Source: an optimization exercise on an open RTL-to-GDS flow (aim: small area, a short achievable clock period and few clock cycles). Production flows keep margins and buffers that such runs may drop.
In this exercise RTL edits were held to simulation tests only and were not proved equivalent to the original.
Power and IR drop assume default switching activity.

### design/flow/run.sh
#!/bin/bash
# synth_recipe.tcl (not shown) runs the flow's synth.tcl, then flattens the netlist and writes it again
# the make line also repeats each setting of config.mk as NAME=value (left out here)
make -C /OpenROAD-flow-scripts/flow DESIGN_CONFIG=/design/flow/config.mk WORK_HOME=/design/flow/orfs CLKGATE_MAP_FILE= SYNTH_SCRIPT=/design/flow/synth_recipe.tcl finish
### design/flow/config.mk
export PLATFORM = sky130hd
export DESIGN_NAME = doglink
export DESIGN_NICKNAME = doglink
export VERILOG_FILES = /design/flow/design.v
export SDC_FILE = /design/flow/constraint.sdc
export NUM_CORES = 4
export LEC_CHECK = 0
export CAP_MARGIN = 20
export CORE_MARGIN = 2
export CORE_UTILIZATION = 40
export SLEW_MARGIN = 20
### design/flow/constraint.sdc
create_clock -name core_clock -period 5.0 [get_ports {clk}]
set_input_delay 1.0000 -clock core_clock [delete_from_list [all_inputs] [get_ports {clk}]]
set_output_delay 1.0000 -clock core_clock [all_outputs]
set_load 0.01 [all_outputs]
### design/flow/design.v
module doglink (
    input  wire        clk,
    input  wire        rst,
    input  wire [31:0] ev_word,
    input  wire        ev_valid,
    output wire        ev_ready,
    output wire        out_valid,
    input  wire        out_ready,
    output wire [2:0]  out_kind,
    output wire [31:0] out_data
);
    localparam [15:0]  RX_BUF_SIZE  = 16'd64;
    localparam [15:0]  TX_BUF_SIZE  = 16'd64;
    localparam [15:0]  RX_WDT_TICKS = 16'd3;
    localparam [15:0]  TX_WDT_TICKS = 16'd2;
    localparam [7:0] OP_NOP    = 8'h00;
    localparam [7:0] OP_RXB    = 8'h01;
    localparam [7:0] OP_TXACK  = 8'h02;
    localparam [7:0] OP_TICK   = 8'h03;
    localparam [7:0] OP_TXLD   = 8'h10;
    localparam [7:0] OP_TXGO   = 8'h11;
    localparam [7:0] OP_KEYWR  = 8'h20;
    localparam [7:0] OP_CXOR   = 8'h21;
    localparam [7:0] OP_CRST   = 8'h22;
    localparam [7:0] OP_CKCLR  = 8'h30;
    localparam [7:0] OP_CKADD  = 8'h31;
    localparam [7:0] OP_CKRD   = 8'h32;
    localparam [7:0] OP_CKCHK  = 8'h33;
    localparam [7:0] OP_STAT   = 8'h40;
    localparam [7:0] OP_CLRERR = 8'h41;
    localparam [2:0] K_FRAME   = 3'd1;   
    localparam [2:0] K_FBYTE   = 3'd2;   
    localparam [2:0] K_TXBYTE  = 3'd3;
    localparam [2:0] K_TXDONE  = 3'd4;
    localparam [2:0] K_TXABORT = 3'd5;
    localparam [2:0] K_RESULT  = 3'd6;
    localparam [1:0] WFS = 2'd0;
    localparam [1:0] WLH = 2'd1;
    localparam [1:0] WLL = 2'd2;
    localparam [1:0] RCV = 2'd3;
    localparam [1:0] RES_NONE  = 2'd0;
    localparam [1:0] RES_DONE  = 2'd1;
    localparam [1:0] RES_ABORT = 2'd2;
    localparam [2:0] E_ILLEGAL    = 3'd1;
    localparam [2:0] E_TXLD_BUSY  = 3'd2;
    localparam [2:0] E_TXLD_RANGE = 3'd3;
    localparam [2:0] E_TXGO_BUSY  = 3'd4;
    localparam [2:0] E_TXGO_RANGE = 3'd5;
    localparam [2:0] E_KEYWR_RANGE = 3'd6;
    reg  [1:0]  rx_phase;
    reg  [7:0]  rx_len_hi;
    reg  [15:0] rx_len;
    reg  [15:0] rx_rem;
    reg  [7:0]  rx_sum;
    reg  [15:0] rx_idx;
    reg  [15:0] rx_wdt;
    reg  [7:0]  rx_buf [0:63];
    reg         tx_phase;
    reg  [15:0] tx_idx;
    reg  [15:0] tx_len;
    reg  [15:0] tx_wdt;
    reg  [1:0]  tx_res;
    reg  [7:0]  tx_buf [0:63];
    reg  [7:0]  key [0:31];
    reg  [4:0]  kidx;
    reg  [7:0]  ck_sum;
    reg         herr;
    reg  [2:0]  hcause;
    reg         out_valid_q;
    reg  [2:0]  out_kind_q;
    reg  [31:0] out_data_q;
    reg         drain_active;
    reg  [6:0]  drain_idx;
    assign out_valid = out_valid_q;
    assign out_kind  = out_kind_q;
    assign out_data  = out_data_q;
    wire slot_free = !out_valid_q || out_ready;
    assign ev_ready = !drain_active && slot_free;
    wire fire = ev_valid && ev_ready && !rst;
    wire [7:0]  op  = ev_word[31:24];
    wire [15:0] A   = ev_word[23:8];
    wire [7:0]  D   = ev_word[7:0];
    wire a_zero = (A == 16'd0);
    wire d_zero = (D == 8'd0);
    reg legal;
    always @(*) begin
        case (op)
            OP_NOP, OP_TXACK, OP_TICK, OP_CRST, OP_CKCLR, OP_CKRD,
            OP_STAT, OP_CLRERR:               legal = a_zero && d_zero;
            OP_RXB, OP_CXOR, OP_CKADD, OP_CKCHK: legal = a_zero;
            OP_TXGO:                          legal = d_zero;
            OP_TXLD, OP_KEYWR:                legal = 1'b1;
            default:                          legal = 1'b0;
        endcase
    end
    wire [7:0]  rx_ckf     = ~rx_sum;
    wire [7:0]  ck_ckf     = ~ck_sum;
    wire [31:0] stat_word  = {13'd0, hcause, 3'd0, kidx, herr, 2'd0,
                              tx_res, tx_phase, rx_phase};
    reg         rec_valid;
    reg  [2:0]  rec_kind;
    reg  [31:0] rec_data;
    reg         frame_ok;    
    always @(*) begin
        rec_valid = 1'b0;
        rec_kind  = 3'd0;
        rec_data  = 32'd0;
        frame_ok  = 1'b0;
        if (legal) begin
            case (op)
                OP_RXB: begin
                    if (rx_phase == RCV && rx_rem == 16'd0 &&
                        D == rx_ckf && rx_len <= RX_BUF_SIZE) begin
                        frame_ok  = 1'b1;
                        rec_valid = 1'b1;
                        rec_kind  = K_FRAME;
                        rec_data  = {16'd0, rx_len};
                    end
                end
                OP_TXACK: begin
                    if (tx_phase) begin
                        rec_valid = 1'b1;
                        if (tx_idx < tx_len) begin
                            rec_kind = K_TXBYTE;
                            rec_data = {24'd0, tx_buf[tx_idx[5:0]]};
                        end else begin
                            rec_kind = K_TXDONE;
                        end
                    end
                end
                OP_TICK: begin
                    if (tx_phase && tx_wdt == 16'd1) begin
                        rec_valid = 1'b1;
                        rec_kind  = K_TXABORT;
                    end
                end
                OP_TXGO: begin
                    if (!tx_phase && A != 16'd0 && A <= TX_BUF_SIZE) begin
                        rec_valid = 1'b1;
                        rec_kind  = K_TXBYTE;
                        rec_data  = {24'd0, tx_buf[0]};
                    end
                end
                OP_CXOR: begin
                    rec_valid = 1'b1;
                    rec_kind  = K_RESULT;
                    rec_data  = {24'd0, key[kidx] ^ D};
                end
                OP_CKRD: begin
                    rec_valid = 1'b1;
                    rec_kind  = K_RESULT;
                    rec_data  = {24'd0, ck_ckf};
                end
                OP_CKCHK: begin
                    rec_valid = 1'b1;
                    rec_kind  = K_RESULT;
                    rec_data  = {31'd0, (D == ck_ckf)};
                end
                OP_STAT: begin
                    rec_valid = 1'b1;
                    rec_kind  = K_RESULT;
                    rec_data  = stat_word;
                end
                default: ;
            endcase
        end
    end
    integer i;
    reg         err_raise;
    reg  [2:0]  err_code;
    always @(*) begin
        err_raise = 1'b0;
        err_code  = 3'd0;
        if (!legal) begin
            err_raise = 1'b1;
            err_code  = E_ILLEGAL;
        end else begin
            case (op)
                OP_TXLD: begin
                    if (tx_phase) begin
                        err_raise = 1'b1;
                        err_code  = E_TXLD_BUSY;
                    end else if (A >= TX_BUF_SIZE) begin
                        err_raise = 1'b1;
                        err_code  = E_TXLD_RANGE;
                    end
                end
                OP_TXGO: begin
                    if (tx_phase) begin
                        err_raise = 1'b1;
                        err_code  = E_TXGO_BUSY;
                    end else if (A == 16'd0 || A > TX_BUF_SIZE) begin
                        err_raise = 1'b1;
                        err_code  = E_TXGO_RANGE;
                    end
                end
                OP_KEYWR: begin
                    if (A >= 16'd32) begin
                        err_raise = 1'b1;
                        err_code  = E_KEYWR_RANGE;
                    end
                end
                default: ;
            endcase
        end
    end
    always @(posedge clk) begin
        if (rst) begin
            rx_phase  <= WFS;
            rx_len_hi <= 8'd0;
            rx_len    <= 16'd0;
            rx_rem    <= 16'd0;
            rx_sum    <= 8'd0;
            rx_idx    <= 16'd0;
            rx_wdt    <= 16'd0;
            for (i = 0; i < 64; i = i + 1) rx_buf[i] <= 8'd0;
            tx_phase  <= 1'b0;
            tx_idx    <= 16'd0;
            tx_len    <= 16'd0;
            tx_wdt    <= 16'd0;
            tx_res    <= RES_NONE;
            for (i = 0; i < 64; i = i + 1) tx_buf[i] <= 8'd0;
            for (i = 0; i < 32; i = i + 1) key[i] <= 8'd0;
            kidx      <= 5'd0;
            ck_sum    <= 8'd0;
            herr      <= 1'b0;
            hcause    <= 3'd0;
            out_valid_q  <= 1'b0;
            out_kind_q   <= 3'd0;
            out_data_q   <= 32'd0;
            drain_active <= 1'b0;
            drain_idx    <= 7'd0;
        end else begin
            if (fire && rec_valid) begin
                out_valid_q <= 1'b1;
                out_kind_q  <= rec_kind;
                out_data_q  <= rec_data;
            end else if (drain_active && slot_free) begin
                out_valid_q <= 1'b1;
                out_kind_q  <= K_FBYTE;
                out_data_q  <= {24'd0, rx_buf[drain_idx[5:0]]};
            end else if (out_ready) begin
                out_valid_q <= 1'b0;
            end
            if (fire && frame_ok && rx_len != 16'd0) begin
                drain_active <= 1'b1;
                drain_idx    <= 7'd0;
            end else if (drain_active && slot_free) begin
                drain_idx <= drain_idx + 7'd1;
                if ({9'd0, drain_idx} == rx_len - 16'd1)
                    drain_active <= 1'b0;
            end
            if (fire) begin
                if (err_raise) begin
                    if (!herr) hcause <= err_code;
                    herr <= 1'b1;
                end else if (op == OP_CLRERR) begin
                    herr   <= 1'b0;
                    hcause <= 3'd0;
                end
                if (legal) begin
                    case (op)
                        OP_RXB: begin
                            case (rx_phase)
                                WFS: begin
                                    if (D == 8'h7E) begin
                                        rx_phase <= WLH;
                                        rx_wdt   <= RX_WDT_TICKS;
                                    end
                                end
                                WLH: begin
                                    rx_len_hi <= D;
                                    rx_phase  <= WLL;
                                    rx_wdt    <= RX_WDT_TICKS;
                                end
                                WLL: begin
                                    rx_len   <= {rx_len_hi, D};
                                    rx_rem   <= {rx_len_hi, D};
                                    rx_sum   <= 8'd0;
                                    rx_idx   <= 16'd0;
                                    rx_phase <= RCV;
                                    rx_wdt   <= RX_WDT_TICKS;
                                end
                                RCV: begin
                                    if (rx_rem != 16'd0) begin
                                        if (rx_idx < RX_BUF_SIZE)
                                            rx_buf[rx_idx[5:0]] <= D;
                                        rx_idx <= rx_idx + 16'd1;
                                        rx_sum <= rx_sum + D;
                                        rx_rem <= rx_rem - 16'd1;
                                        rx_wdt <= RX_WDT_TICKS;
                                    end else begin
                                        rx_phase <= WFS;
                                        rx_wdt   <= 16'd0;
                                    end
                                end
                            endcase
                        end
                        OP_TXACK: begin
                            if (tx_phase) begin
                                if (tx_idx < tx_len) begin
                                    tx_idx <= tx_idx + 16'd1;
                                    tx_wdt <= TX_WDT_TICKS;
                                end else begin
                                    tx_phase <= 1'b0;
                                    tx_res   <= RES_DONE;
                                    tx_wdt   <= 16'd0;
                                end
                            end
                        end
                        OP_TICK: begin
                            if (rx_phase != WFS) begin
                                rx_wdt <= rx_wdt - 16'd1;
                                if (rx_wdt == 16'd1) rx_phase <= WFS;
                            end
                            if (tx_phase) begin
                                tx_wdt <= tx_wdt - 16'd1;
                                if (tx_wdt == 16'd1) begin
                                    tx_phase <= 1'b0;
                                    tx_res   <= RES_ABORT;
                                end
                            end
                        end
                        OP_TXLD: begin
                            if (!err_raise)
                                tx_buf[A[5:0]] <= D;
                        end
                        OP_TXGO: begin
                            if (!err_raise) begin
                                tx_len   <= A;
                                tx_idx   <= 16'd1;
                                tx_res   <= RES_NONE;
                                tx_phase <= 1'b1;
                                tx_wdt   <= TX_WDT_TICKS;
                            end
                        end
                        OP_KEYWR: begin
                            if (!err_raise)
                                key[A[4:0]] <= D;
                        end
                        OP_CXOR:   kidx <= kidx + 5'd1;
                        OP_CRST:   kidx <= 5'd0;
                        OP_CKCLR:  ck_sum <= 8'd0;
                        OP_CKADD:  ck_sum <= ck_sum + D;
                        default: ;
                    endcase
                end
            end
        end
    end
endmodule
==> results.ini <==
[outcome]
status=finished clean

[clock_network]
max-clock-path-buffers=3
cts_htree_levels=4
cts.clk_slew.worst_paths_ns=0.06
root_buffer=clkbuf_16
hold_buffers=0
cts_resized=0
clk_latency_ns=0.80
cts_buffers=157
cts_tree=yes
cts.sinks=1478
post-cts-setup-buffers=0

[setup_path]
arrival_ns=4.44
path_buf_inv=3
critPathKind=input pin to register
crit_chain=clkdlybuf4s50_1, or3_4, or4_1, o32ai_2, o21ai_2, a2111oi_4, buf_12, nand2b_1, buf_4, o21ai_0
cp_top_family=compound AO/OA/AOI/OAI gates
cpMaxStageDelayCell=o21ai_0
r2r_cells=10
r2r-end=out_data_q[6]$_SDFFE_PP0P_
critPathRequiredTime_ns=5.42
r2r_setup_slack_ns=1.10
startpoint_type=input pin
crit_path_max_fanout=8
endpoint_kind=register
max_stage_delay_ns=0.78

[timing]
grt_setup_unrepaired=false
max_freq_ghz=0.249
setup_viol=0
final_max_slew_viol_count=0
worst_slew_pin_slew_ns=1.13
fin_skew_ns=0.0305
setup_tns_ns=0
max_slew_margin_pct=24.9
hold_viol_final=0
setup_ws_ns=0.983
fin_crit_ns=4.02
fin_crit_sh_pct=80.3

[floorplan]
dieArea_um2=178000
die_y_um=422
io_pins=73
initial_utilization_pct=40.2
fp-row-count=153
die_x_um=422
core_area_um2=174000

[synth]
synth_warnings=1
synthMuxAreaShare_pct=11.3
synth-simple-area-share_pct=17.5
synthTopCellsByCount=edfxtp_1 (1280), and3_1 (573), clkbuf_1 (452), nor3_1 (400), and2_1 (380)
async_reset_ff_share_pct=0
synth_fa_ha_area_share_pct=0.828
syn_area_um2=69800
synthXorXnorAreaFrac_pct=1.07
ys_types=78
synth_compound_area_share_pct=4.98
synth_most_common_cell=edfxtp_1
synth_enable_flop_cells=1280
synth_top_area_share_pct=55.1
synth-seq-area-share_pct=60.7
yosys.area.top_type=edfxtp_1
synth_top_family_by_area=simple AND/OR/NAND/NOR gates
synth_ff_type=edfxtp_1
synth-seq-cells=1478
synth_area_per_cell_um2=12.8
synthCells=5475
synth.area.top_cells=edfxtp_1 (55%), mux4_2 (10%), dfxtp_1 (5.7%)

[global_routing]
grt_util_met2_pct=35.2
grt_overflow=0
grt_antenna_before_repair=13
grt_max_degree=165
grt_use_met3_pct=3.65
grt_use_total_pct=22.2
grt_pass1_wl_mm=298
use_met1_pct=31.1
busiest_layer=met2
grt_pass1_vias=45100

[drt]
antenna_left=0
drtIter0Drc=5382
wl_per_cell_um=25.4
drc_errors=0
num_vias=46100
wl_mm=201
routed_via_density=5.84
drtPass1Iterations=6

[run]
cap_violations=0

[placed_design]
io_buffers=59
globalplace.congestion=0.885
dp_slack_ns=0.0411
dp_hpwl_mm=129
placed_cells=7611

[layout]
drive_gt1_share_pct=17.0
nNetsFinal=5526
final_cells=7900
area_growth_pct=13.1

[power_and_ir_drop]
power_density_nw_per_um2=339
ir_worst_vdd_v=0.000397
p_leak_nw=27.6

[min_path]
hp-start=tx_len[11]$_SDFFE_PP0P_
hold_class=register to register
whs_endpoint=tx_len[11]$_SDFFE_PP0P_
whs_path_depth=2

per-layer routing:
metal  wire, um  part of all wire [%]
met1      84100                    42
met2      94100                    47
met3      16200                   8.1
met4       6130                   3.1
met5         26                 0.013
cell families after synthesis:
logic type,count (synthesis)
AND/OR/NAND/NOR,2293
other,1
flip-flops,1478
buffers and inverters,638
adder cells (fa/ha/maj),45
multiplexers,390
AO/OA/AOI/OAI,545
XOR/XNOR,85
metrics by stage:
stage / hold slack (ns) / total power, W / cell area, um^2 / utilization (%)
after floorplan: 0.420 / 0.0149 / 69900 / -
after global placement: 0.428 / 0.0155 / 73900 / 42.6
after detailed placement: 0.437 / 0.0155 / 73900 / 42.6
after CTS: 0.446 / 0.0269 / 78900 / 45.5
after global routing: 0.466 / 0.0274 / 78900 / 45.5
final: 0.439 / 0.0267 / 78900 / 45.5
registers in the layout, summed over array words and instances (netlist names), 3 cells and up, named ones only:
signal      count
out_data_q     19
rx_wdt         16
hcause          3
drain_idx       7
tx_wdt         16
out_kind_q      3
tx_buf        512
tx_idx         16
rx_idx         16
ck_sum          8
kidx            5
rx_len_hi       8
tx_len         16
rx_len         16
key           256
rx_rem         16
rx_sum          8
rx_buf        512
worst register-to-register path, stage by stage (launching register included):
cell and delay [ns]:
dfxtp_4 0.67, buf_4 0.47, buf_4 0.34, nand2_1 0.22
a211oi_1 0.45, a2111oi_0 0.13, nor2_1 0.23, o311ai_0 0.25
xnor2_1 0.47, o211ai_1 0.31, o2bb2ai_1 0.21
area by class of cell:
cell class              count  area (um^2)
inverters                  51          206
fillers                 15400        94700
clock inverters            75          716
multi-input cells        3371        25000
well taps                2325         2910
diodes                      3         7.51
clock buffers             211         4300
flip-flops and latches   1478        42400
repair buffers            386         3380
cells in the final DEF (no fill, tap or decap), drive strengths merged, types with 77 or more instances in the layout:
cell type,instances
edfxtp,1280
dfxtp,198
a22oi,77
and3,573
a21oi,143
nor3,401
clkbuf,211
nand2,360
o21ai,159
buf,337
and2,380
mux4,315
nor2,306
worst max path at each step:
| stage | endpoint | from | cells after the start | slack [ns] |
|---|---|---|---|---|
| 2_1_floorplan | rx_buf[22][0]$_SDFFCE_PN0P_ | ev_word[11] | 10 | 0.80 |
| 3_3_place_gp | tx_buf[46][5]$_SDFFCE_PN0P_ | ev_word[17] | 10 | 0.02 |
| 3_5_place_dp | tx_buf[46][4]$_SDFFCE_PN0P_ | ev_word[25] | 10 | 0.04 |
| 4_1_cts | tx_buf[46][4]$_SDFFCE_PN0P_ | ev_word[25] | 10 | 0.90 |
| 5_1_grt | key[28][6]$_SDFFCE_PN0P_ | ev_word[17] | 10 | 0.74 |
| 6_report | tx_buf[38][3]$_SDFFCE_PN0P_ | ev_word[25] | 10 | 0.98 |
power breakdown:
| group | leakage [nW] | total (W) | switching [W] | internal [W] |
|---|---|---|---|---|
| clock network | 2.44 | 0.0115 | 0.00501 | 0.00649 |
| registers | 13.7 | 0.0141 | 0.000185 | 0.0139 |
| logic | 11.4 | 0.00117 | 0.000810 | 0.000358 |
| total | 27.6 | 0.0267 | 0.00601 | 0.0207 |
Testbench counts, summed over its fixed seeds: cycles 36,980.

## afterwards: timing with drivers on the ports
The flow's constraints put no driver on any port. The routed layout listed below was extracted and timed again, unchanged, in two steps.
Step 1, drivers: a clkbuf_16 drives clk and a buf_2 each remaining input, both assumed.
Step 2, shift: input delay + t, output delay - t, t = (earliest + latest rising clock arrival at the registers) / 2. This alone moves slack from input paths to output paths.
Slacks: ideal ports / drivers / drivers and shift; pairs: ideal ports / drivers.
t, ns: 0.890
slack for setup (ns): 0.983 / 1.054 / 0.164
worst slew at a driven data input, ns: 0.19
After both steps this run still meets setup and hold. For this run, drivers alone change the setup slack by +0.071 ns; drivers and shift together by -0.819 ns.
